Background: an optimization exercise with open tools, aiming at a short achievable clock period and few clock cycles per item. Do not read the settings as production practice. No functional check of the RTL was part of this run. No activity file was given, so power comes from the tool's default toggle rates.

File: flow/design.v
module sicb_xcode #(
    parameter [31:0] SRC_SIZE = 32'h0000_4000,
    parameter [31:0] SCN_SIZE = 32'h0000_3000
) (
    input             clk,
    input             rst,
    input             reg_we,
    input             reg_re,
    input      [9:0]  reg_addr,     
    input      [31:0] reg_wdata,
    output reg [31:0] reg_rdata,
    output            busy,
    output            src_req,
    output     [11:0] src_waddr,    
    input             src_gnt,
    input             src_rvalid,
    input      [31:0] src_rdata,
    output            scn_req,
    output     [11:0] scn_waddr,    
    output     [31:0] scn_wdata,
    output     [3:0]  scn_be,
    input             scn_gnt
);
    localparam [9:0] A_VERSION = 10'h000;
    localparam [9:0] A_CMD     = 10'h001;
    localparam [9:0] A_STATUS  = 10'h002;
    localparam [9:0] A_ARG0    = 10'h003;
    localparam [9:0] A_SCN_LEN = 10'h006;
    localparam [9:0] A_ERR_CMD = 10'h00B;
    localparam [9:0] A_PIXOFF  = 10'h014;
    localparam [9:0] A_WIDTH   = 10'h016;
    localparam [9:0] A_HEIGHT  = 10'h017;
    localparam [9:0] A_BPP     = 10'h019;
    localparam [9:0] A_DBYTES  = 10'h020;
    localparam [9:0] A_STRIDE  = 10'h021;
    localparam [3:0] E_IO      = 4'd7;
    localparam [3:0] E_SEQ     = 4'd8;
    localparam [3:0] E_ILLEGAL = 4'd9;
    localparam [3:0] E_RANGE   = 4'd10;
    localparam [2:0] S_IDLE  = 3'd0;
    localparam [2:0] S_EXEC  = 3'd1;
    localparam [2:0] S_ROW   = 3'd2;    
    localparam [2:0] S_RREQ  = 3'd3;    
    localparam [2:0] S_RWAIT = 3'd4;
    localparam [2:0] S_WRITE = 3'd5;    
    reg [2:0]  state;
    reg [31:0] cmd;
    reg [31:0] arg0;
    reg [15:0] pixoff, width, height;
    reg [4:0]  bpp;
    reg        err;
    reg [3:0]  errcode;
    reg [31:0] err_cmd;
    wire [20:0] wbits   = width * bpp;
    wire [17:0] dbytes  = (wbits + 21'd7) >> 3;
    wire [17:0] stride  = ((wbits + 21'd31) >> 5) << 2;
    wire [17:0] rowlen  = dbytes + 18'd1;
    wire [33:0] scn_len = height * rowlen;
    wire        is24    = (bpp == 5'd24);
    wire        bpp_ok  = (bpp == 5'd1) || (bpp == 5'd2) || (bpp == 5'd4) ||
                          (bpp == 5'd8) || (bpp == 5'd24);
    wire [34:0] arr_end = pixoff + height * stride;
    wire        hdr_ok  = (width != 16'd0) && (height != 16'd0) && bpp_ok &&
                          (arr_end <= SRC_SIZE);
    reg [15:0] row_left;      
    reg [31:0] src_row;       
    reg [31:0] dst;           
    reg [17:0] k;             
    reg [1:0]  lane;          
    reg [17:0] pix;           
    reg [7:0]  data;
    wire [31:0] src_addr = is24 ? (src_row + pix + (32'd2 - lane)) : (src_row + k);
    assign busy = (state != S_IDLE);
    wire cmd_write = reg_we && (reg_addr == A_CMD) && !busy;
    wire is_nop   = (cmd == 32'h0000_0000);
    wire is_reset = (cmd == 32'h0000_0001);
    wire is_xrow  = (cmd == 32'h0000_0020);
    wire is_xall  = (cmd == 32'h0000_0021);
    wire [33:0] xrow_off = arg0[15:0] * rowlen;
    wire [31:0] xrow_src = pixoff + (height - 16'd1 - arg0[15:0]) * stride;
    assign src_req   = (state == S_RREQ);
    assign src_waddr = src_addr[13:2];
    assign scn_req   = (state == S_ROW) || (state == S_WRITE);
    assign scn_waddr = dst[13:2];
    assign scn_wdata = (state == S_ROW) ? 32'd0 : {4{data}};
    assign scn_be    = 4'b0001 << dst[1:0];
    wire [31:0] status = {20'd0, 4'd0, errcode, 2'b00, err, busy};
    always @(posedge clk) begin
        if (rst) begin
            state    <= S_IDLE;
            cmd      <= 32'd0;
            arg0     <= 32'd0;
            pixoff   <= 16'd0;
            width    <= 16'd0;
            height   <= 16'd0;
            bpp      <= 5'd0;
            err      <= 1'b0;
            errcode  <= 4'd0;
            err_cmd  <= 32'd0;
            row_left <= 16'd0;
            src_row  <= 32'd0;
            dst      <= 32'd0;
            k        <= 18'd0;
            lane     <= 2'd0;
            pix      <= 18'd0;
            data     <= 8'd0;
        end else begin
            case (state)
                S_IDLE: begin
                    if (reg_we && reg_addr == A_ARG0)   arg0   <= reg_wdata;
                    if (reg_we && reg_addr == A_PIXOFF) pixoff <= reg_wdata[15:0];
                    if (reg_we && reg_addr == A_WIDTH)  width  <= reg_wdata[15:0];
                    if (reg_we && reg_addr == A_HEIGHT) height <= reg_wdata[15:0];
                    if (reg_we && reg_addr == A_BPP)    bpp    <= reg_wdata[4:0];
                    if (cmd_write && (!err || reg_wdata == 32'h0000_0001)) begin
                        cmd   <= reg_wdata;
                        state <= S_EXEC;
                    end
                end
                S_EXEC: begin
                    state <= S_IDLE;
                    if (is_nop) begin
                    end else if (is_reset) begin
                        arg0    <= 32'd0;
                        pixoff  <= 16'd0;
                        width   <= 16'd0;
                        height  <= 16'd0;
                        bpp     <= 5'd0;
                        err     <= 1'b0;
                        errcode <= 4'd0;
                        err_cmd <= 32'd0;
                    end else if ((is_xrow || is_xall) && !hdr_ok) begin
                        err     <= 1'b1;
                        errcode <= E_SEQ;
                        err_cmd <= cmd;
                    end else if (is_xrow) begin
                        if (arg0 >= {16'd0, height}) begin
                            err     <= 1'b1;
                            errcode <= E_RANGE;
                            err_cmd <= cmd;
                        end else if (xrow_off + rowlen > SCN_SIZE) begin
                            err     <= 1'b1;
                            errcode <= E_IO;
                            err_cmd <= cmd;
                        end else begin
                            row_left <= 16'd1;
                            src_row  <= xrow_src;
                            dst      <= xrow_off[31:0];
                            state    <= S_ROW;
                        end
                    end else if (is_xall) begin
                        if (scn_len > SCN_SIZE) begin
                            err     <= 1'b1;
                            errcode <= E_IO;
                            err_cmd <= cmd;
                        end else begin
                            row_left <= height;
                            src_row  <= pixoff + (height - 16'd1) * stride;
                            dst      <= 32'd0;
                            state    <= S_ROW;
                        end
                    end else begin
                        err     <= 1'b1;
                        errcode <= E_ILLEGAL;
                        err_cmd <= cmd;
                    end
                end
                S_ROW: begin
                    if (scn_gnt) begin
                        dst   <= dst + 32'd1;
                        k     <= 18'd0;
                        lane  <= 2'd0;
                        pix   <= 18'd0;
                        state <= S_RREQ;
                    end
                end
                S_RREQ: begin
                    if (src_gnt) state <= S_RWAIT;
                end
                S_RWAIT: begin
                    if (src_rvalid) begin
                        data  <= src_rdata[8*src_addr[1:0] +: 8];
                        state <= S_WRITE;
                    end
                end
                S_WRITE: begin
                    if (scn_gnt) begin
                        dst <= dst + 32'd1;
                        k   <= k + 18'd1;
                        if (lane == 2'd2) begin
                            lane <= 2'd0;
                            pix  <= pix + 18'd3;
                        end else begin
                            lane <= lane + 2'd1;
                        end
                        if (k + 18'd1 == dbytes) begin
                            row_left <= row_left - 16'd1;
                            src_row  <= src_row - stride;
                            state    <= (row_left == 16'd1) ? S_IDLE : S_ROW;
                        end else begin
                            state <= S_RREQ;
                        end
                    end
                end
                default: state <= S_IDLE;
            endcase
        end
    end
    always @(posedge clk) begin
        if (rst) begin
            reg_rdata <= 32'd0;
        end else if (reg_re) begin
            case (reg_addr)
                A_VERSION: reg_rdata <= 32'h0000_0007;
                A_STATUS:  reg_rdata <= status;
                A_ARG0:    reg_rdata <= arg0;
                A_SCN_LEN: reg_rdata <= scn_len[31:0];
                A_ERR_CMD: reg_rdata <= err_cmd;
                A_PIXOFF:  reg_rdata <= {16'd0, pixoff};
                A_WIDTH:   reg_rdata <= {16'd0, width};
                A_HEIGHT:  reg_rdata <= {16'd0, height};
                A_BPP:     reg_rdata <= {27'd0, bpp};
                A_DBYTES:  reg_rdata <= {14'd0, dbytes};
                A_STRIDE:  reg_rdata <= {14'd0, stride};
                default:   reg_rdata <= 32'd0;
            endcase
        end
    end
endmodule
File: flow/run.sh
#!/bin/bash
# synth_recipe.tcl (not shown) runs the flow's synth.tcl, then flattens the netlist and writes it again
# the make line also repeats each setting of config.mk as NAME=value (left out here)
make -C /OpenROAD-flow-scripts/flow DESIGN_CONFIG=/design/flow/config.mk WORK_HOME=/design/flow/orfs CLKGATE_MAP_FILE= SYNTH_SCRIPT=/design/flow/synth_recipe.tcl finish
File: flow/config.mk
export PLATFORM = sky130hd
export DESIGN_NAME = sicb_xcode
export DESIGN_NICKNAME = sicb_xcode
export VERILOG_FILES = /design/flow/design.v
export SDC_FILE = /design/flow/constraint.sdc
export NUM_CORES = 4
export LEC_CHECK = 0
export CAP_MARGIN = 20
export CORE_MARGIN = 2
export CORE_UTILIZATION = 40
export SLEW_MARGIN = 20
File: flow/constraint.sdc
create_clock -name core_clock -period 15.0 [get_ports {clk}]
set_input_delay 3.0000 -clock core_clock [delete_from_list [all_inputs] [get_ports {clk}]]
set_output_delay 3.0000 -clock core_clock [all_outputs]
set_load 0.01 [all_outputs]
==> flow_metrics.py <==
metrics = {
    "worst_setup_path": {
        "rr_worst_depth": 45,
        "endpoint_kind": "flop",
        "regToRegStartpoint": "bpp[2]",
        "rrSetupSlack_ns": 0.42,
        "critPathMaxStageDelay_ns": 0.68,
        "r2r-end": "row_left[4]",
        "crit_fanout": 15,
        "crit_top_cell": "fa_1",
        "crit_arrival_ns": 15.03,
        "path_class": "flop to flop",
        "crit_slowest_cell": "xor2_1",
        "crit_required_ns": 15.45,
        "start_kind": "flop",
    },
    "die": {
        "rows": 136,
        "die-area_um2": 140900,
        "die_h_um": 375.3,
        "initial_utilization_pct": 40.22,
        "coreArea_um2": 137200,
        "die_x_um": 375.3,
        "ios": 176,
    },
    "global_routing": {
        "grt_max_degree": 93,
        "antenna_found_initial": 13,
        "track_usage_pct": 26.37,
        "grt_pass1_vias": 48560,
        "grt_pass1_wl_um": 289500,
        "grt_overflow": 0,
    },
    "synthesis": {
        "synth_top_area_share_pct": 28.09,
        "synth_fp_nets": 8220,
        "synth_top_flop_cell": "dfxtp_1",
        "synth_area_leaders": "fa_1 (28%), ha_1 (12%), dfxtp_1 (10%)",
        "yosysUniqueCellTypes": 106,
        "ys_warn_count": 1,
        "async_reset_ff_share_pct": 0,
        "synth-seq-area-share_pct": 9.981,
        "yosysMostFrequentCell": "inv_1",
        "syn_avg_cell_area_um2": 8.079,
        "synth_common_cells": "inv_1 (997), nand2_1 (829), fa_1 (774)",
        "synth_area_um2": 55160,
        "synth-seq-cells": 275,
        "synth_area_leader_cell": "fa_1",
        "synthCells": 6827,
        "synth_edf_count": 0,
    },
    "pwr": {
        "power_density_nw_per_um2": 26.17,
        "leakage_uw": 0.02818,
        "total_power_uw": 1584,
        "ir_drop_uv": 86.49,
    },
    "sta": {
        "min_period_ns": 14.58,
        "setup_viol": 0,
        "maxSlewHeadroom_pct": 25.58,
        "fin_setup_tns_ns": 0,
        "tightest_slew_ns": 1.116,
        "final.period_utilization_pct": 97.21,
        "finClkSkew_ns": 0.07563,
        "hold_violations": 0,
        "rsz0062_at_grt": "yes",
        "whs_ns": 0.4727,
        "finalMaxSlewViolations": 0,
        "timing.fmax_ghz": 0.06858,
    },
    "drt": {
        "drt_drc_violations_left": 0,
        "wl_um": 186400,
        "routed_via_density": 5.614,
        "antenna_left": 0,
        "first_pass_iters": 7,
        "post_drt_wl_per_cell_um": 21.46,
        "vias": 48767,
        "drt_iter0_drc": 4726,
    },
    "clocking": {
        "cts_max_level": 1,
        "clk_pin_slew_ns": 0.07,
        "cts_tree": "built",
        "numCtsBuffers": 28,
        "clock_sinks": 275,
        "clk_latency_ns": 0.63,
        "holdBufCountCts": 0,
        "clockRootBuffer": "clkbuf_16",
        "clk_path_buf_depth": 3,
    },
    "placed_design": {
        "dpl.hpwl_um": 145800,
        "place.gp.congestion": 0.9621,
        "port_buffers": 175,
        "postPlaceCellArea_um2": 59220,
    },
    "run_status": {
        "status": "complete, no violations",
    },
    "layout": {
        "postLayoutCellArea_um2": 60530,
        "drive_above_1_share_pct": 5.388,
        "nNetsFinal": 8258,
        "nFillCells": 13738,
        "syn2layout_area_growth_pct": 9.743,
    },
    "run": {
        "cap_violations": 0,
    },
    "hold_path": {
        "min_path_type": "flop to flop",
        "hold_path_end": "reg_rdata[0]",
        "worstHoldStart": "reg_rdata[0]",
        "hold_depth": 2,
    },
}
per-stage QoR:
stage                     util (%)  instances  worst slack (ns)
after floorplan                  -       6827             1.362
after global placement       43.18       8613          -0.05102
after detailed placement     43.18       8613           -0.3097
after CTS                    43.93       8664          0.004357
after global routing         44.12       8680          -0.06216
final                        44.14       8686            0.4185
area by class of cell:
class | instances | area [um^2] | share of cell area [%]
Antenna cell | 6 | 15.01 | 0.02480
Clock inverter | 12 | 205.2 | 0.3390
Tap cell | 1794 | 2245 | 3.708
Multi-Input combinational cell | 5170 | 44660 | 73.78
Timing Repair Buffer | 378 | 3288 | 5.432
Inverter | 1012 | 3802 | 6.282
Sequential cell | 275 | 5507 | 9.097
Clock buffer | 39 | 812.0 | 1.341
state kept, by name, indices dropped and copies added (netlist names), 5 cells and up:
name / cells
err_cmd: 32
arg0: 32
reg_rdata: 32
pixoff: 16
data: 8
pix: 14
width: 16
dst: 14
height: 16
k: 18
cmd: 32
bpp: 5
src_row: 14
row_left: 16
cell usage in the layout, fill, tap and decap left out, drive strengths merged, types with 15 or more instances in the layout:
cell type and count:
nand4 39, nand2 829, a21o 54, a311oi 18, mux2i 90, ha 538
xor2 104, nor4 63, nand3b 15, o211ai 35, nor3 83, fa 774
clkbuf 39, a21oi 332, o221ai 15, buf 205, dfxtp 275, or3 38
nand2b 57, nor2 662, o21a 50, xnor2 220, o31ai 19, clkinv 16
nor2b 53, nand3 128, and3 35, a22oi 59, clkdlybuf4s50 173, a221oi 17
or2 16, a211oi 58, a31oi 30, a22o 47, o21bai 28, inv 1002
o21ai 196, and2 257
timing repair:
item | in CTS | in global routing
hold endpoints to repair | 0 | 0
buffers inserted | 0 | 15
cloned | 0 | 1
pin swaps | 0 | 5
resized for setup | 1 | 23
endpoints found under the setup margin | 78 | 82
per-layer routing:
metal	up-vias	part of all wire, %	GRT usage (%)
li1	22220	-	-
met1	24192	44	36.93
met2	2040	44	41.11
met3	301	9.8	5.728
met4	14	3.0	6.759
met5	-	0.051	0
worst max path at each step:
stage	from	end	slack, ns	cells after the start
after floorplan	bpp[2]	row_left[9]	1.36	53
after global placement	bpp[2]	err_cmd[14]	-0.05	45
after detailed placement	bpp[2]	src_row[7]	-0.31	46
after CTS	bpp[2]	src_row[7]	0.004	46
after global routing	bpp[2]	dst[11]	-0.06	50
final	bpp[2]	row_left[4]	0.42	45
worst max-delay path: cells and delay by family (launching register included):
kind / cells / cell delay, ns
AOI/OAI and AO/OA: 11 / 2.40
xor gates and xnor gates: 2 / 1.06
adders and majority gates: 11 / 5.49
buffers and inverters: 8 / 1.10
DFF: 1 / 0.47
muxes: 1 / 0.38
and+or+nand+nor: 12 / 3.49
where the power goes:
| group | internal [uW] | switching (uW) |
|---|---|---|
| sequential | 730 | 0.456 |
| combinational | 25.8 | 42.7 |
| clock | 451 | 334 |
| total | 1210 | 377 |
cells by family (layout without fill, tap and decap cells):
group	count (synthesis)	in the layout	share of synthesized area (%)
buffers and inverters	1383	1441	9.727
other	0	6	0
and+or+nand+nor	2332	2332	19.58
DFF	275	275	9.981
muxes	102	102	1.899
AOI/OAI and AO/OA	1092	1093	13.09
xor gates and xnor gates	330	330	5.417
adders and majority gates	1313	1313	40.31

==> re-timing with driven ports <==
Ports are ideal in the flow. The routed layout listed here was re-timed in OpenROAD.
Step 1 sets driving cells, clkbuf_16 on the clock port and buf_2 on the other inputs (assumed; they add their load-dependent delay and slew).
Step 2 times the ports against the registers' clock, not the clock port: input delays grow and output delays shrink by t, the midpoint of the rising clock arrivals with the driver on.
Slacks: no drivers / after step 1 / after step 2; pairs: no drivers / after step 1.
t (ns): 0.659
setup WS [ns]: 0.419 / 0.419 / 0.419
worst setup path at the end: register to register
latest minus earliest clock arrival (ns): 0.076 / 0.077
slew at the worst register clock pin (ns): 0.07 / 0.07
After both steps setup and hold are still met in this run. For this run, drivers alone change the setup slack by 0.000 ns; drivers and shift together by 0.000 ns.
